Background: an optimization exercise with open tools, aiming at small area. Do not read the settings as production practice. The RTL was checked by simulation tests, not by an equivalence proof against the original design. Power and IR drop assume default switching activity.

== run 1 ==
==> flow/design.v (excerpt) <==
module zacwire_rx (
    input  wire        clk,
    input  wire        rst,
    input  wire [1:0]  cfg_profile,    
    input  wire [15:0] cfg_rate,       
    input  wire        ev_valid,
    input  wire [32:0] ev_word,
    input  wire        cmd_valid,
    input  wire [66:0] cmd_word,
    output wire        cmd_ready,
    output reg         rsp_valid,
    output wire [34:0] rsp_word
);
    localparam [2:0] PH_IDLE     = 3'd0,
                     PH_START    = 3'd1,
                     PH_RECV     = 3'd2,
                     PH_PARITY   = 3'd3,
                     PH_COMPLETE = 3'd4,
                     PH_ERROR    = 3'd5;
    localparam [2:0] ST_OK = 3'd0, ST_NOTCONN = 3'd1, ST_MISREAD = 3'd2,
                     ST_BEGINFAIL = 3'd3, ST_BADOP = 3'd4;
    localparam [37:0] C_FULL   = 38'd200000000000;    
    localparam [37:0] C_NARROW = 38'd70000000000;     
    function automatic uge16(input [15:0] x, input [15:0] c);
        integer k;
        reg gt, eq;
        begin
            gt = 1'b0;
            eq = 1'b1;
            for (k = 15; k >= 0; k = k - 1) begin
                gt = gt | (eq & x[k] & ~c[k]);
                eq = eq & ~(x[k] ^ c[k]);
            end
            uge16 = gt | eq;
        end
    endfunction
    wire        prof14 = cfg_profile[0];
    wire        narrow = cfg_profile[1];
    wire [3:0]  d_bits = prof14 ? 4'd14 : 4'd13;
  ...
For scale: ~1700 cells after synthesis, ~250 flip-flops, roughly 160 I/O pins, roughly 17000 um2 of cells after synthesis.
Settings: LEC_CHECK=0, CAP_MARGIN=20, CORE_MARGIN=2, CORE_UTILIZATION=40, PLACE_DENSITY=0.6, SLEW_MARGIN=20, BUFFER_PORTS_ARGS=-buffer_cell sky130_fd_sc_hd__buf_1, CTS_ARGS=-sink_clustering_enable -repair_clock_nets -dont_use_dummy_load -buf_list sky130_fd_sc_hd__clkbuf_8 -sink_clustering_size 18 -sink_clustering_max_diameter 45; clock period 20.0 ns.
standard.sh (not shown) runs the stock make flow with config.mk's settings and CLKGATE_MAP_FILE= SYNTH_SCRIPT=/design/flow/synth_recipe.tcl, a recipe that flattens the netlist after the stock synthesis.
==> flow/flow/run.sh <==
#!/bin/bash
# Standard ORFS layout (the standard.sh, standard synthesis unchanged), with
# the port buffers made of the smallest buffer cell and a clock tree of
# smaller buffers without dummy loads.
set -euo pipefail
echo 'export BUFFER_PORTS_ARGS = -buffer_cell sky130_fd_sc_hd__buf_1' >> config.mk
echo 'export CTS_ARGS = -sink_clustering_enable -repair_clock_nets -dont_use_dummy_load -buf_list sky130_fd_sc_hd__clkbuf_8 -sink_clustering_size 18 -sink_clustering_max_diameter 45' >> config.mk
bash standard.sh finish > standard_flow.log 2>&1
In summary, run 1 completed successfully, with a layout that passed the timing, DRC and antenna checks.
Relative to run 1, the following input files were edited for run 2:
- swapping -sink_clustering_enable -repair_clock_nets -dont_use_dummy_load -buf_list sky130_fd_sc_hd__clkbuf_8 -sink_clustering_size 18 -sink_clustering_max_diameter 45 for -sink_clustering_enable -repair_clock_nets -dont_use_dummy_load -buf_list sky130_fd_sc_hd__clkbuf_8 -sink_clustering_size 16 -sink_clustering_max_diameter 50 in CTS_ARGS
- swapping 20 for 0 in SLEW_MARGIN
- swapping 20 for 0 in CAP_MARGIN
==> flow/flow/run.sh <==
#!/bin/bash
# Standard ORFS layout (the standard.sh, standard synthesis unchanged), with
# the port buffers made of the smallest buffer cell and a clock tree of
# smaller buffers without dummy loads.
set -euo pipefail
echo 'export BUFFER_PORTS_ARGS = -buffer_cell sky130_fd_sc_hd__buf_1' >> config.mk
echo 'export CTS_ARGS = -sink_clustering_enable -repair_clock_nets -dont_use_dummy_load -buf_list sky130_fd_sc_hd__clkbuf_8 -sink_clustering_size 16 -sink_clustering_max_diameter 50' >> config.mk
bash standard.sh finish > standard_flow.log 2>&1
Core utilization was higher in the run labelled run 1. As far as maximum frequency is concerned, run 2 and run 1 perform about the same. When run 2 is measured against run 1, its growth of design area from synthesis to finish turns out 0.56 points lower.
Modified inputs, run 3 compared to run 2
- CAP_MARGIN: 0 -> 20
- SLEW_MARGIN: 0 -> 20
Notes after the runs:
Leakage power of run 3 is on par with run 2. Power in sequential cells: run 3 < run 2. There was hardly any difference in post-layout instance area between run 3 and run 2. Status: detailed-route via count parity (run 3, run 2). On worst setup slack: run 3 sits above run 2. Delta (run 3 minus run 2): post-route total power shows an increase of about 0.4%; global-route wire length before repair shows no meaningful change.

[port drivers added, routing unchanged]
Ports are ideal in the flow. The routed layouts listed here were re-timed in OpenROAD. Step 1 (the two cells are an assumption about what drives the block):
set clk [get_ports {clk}]
set_driving_cell -lib_cell sky130_fd_sc_hd__clkbuf_16 $clk
set_driving_cell -lib_cell sky130_fd_sc_hd__buf_2 [delete_from_list [all_inputs] $clk]
Step 2 adds t to the input delays and takes it off the output delays; t is the mean of the earliest and latest rising clock arrival at the registers after step 1. Input paths then give back, and output paths get back, about the clock's delay inside the block. Three values: no drivers, after step 1, after step 2; two values: the first two.
| run | t, ns | setup WS [ns] | worst hold slack (ns) | latest minus earliest clock arrival (ns) |
|---|---|---|---|---|
| run 1 | 0.564 | 10.398 / 10.419 / 9.855 | 0.231 / 0.231 / 0.231 | 0.088 / 0.088 |
| run 2 | 0.623 | 10.417 / 10.439 / 9.816 | 0.263 / 0.263 / 0.263 | 0.108 / 0.108 |
| run 3 | 0.618 | 10.451 / 10.473 / 9.855 | 0.267 / 0.267 / 0.267 | 0.116 / 0.116 |
After both steps every run listed still meets setup and hold. For run 2, which loses most, drivers alone change the setup slack by +0.022 ns; drivers and shift together by -0.601 ns.
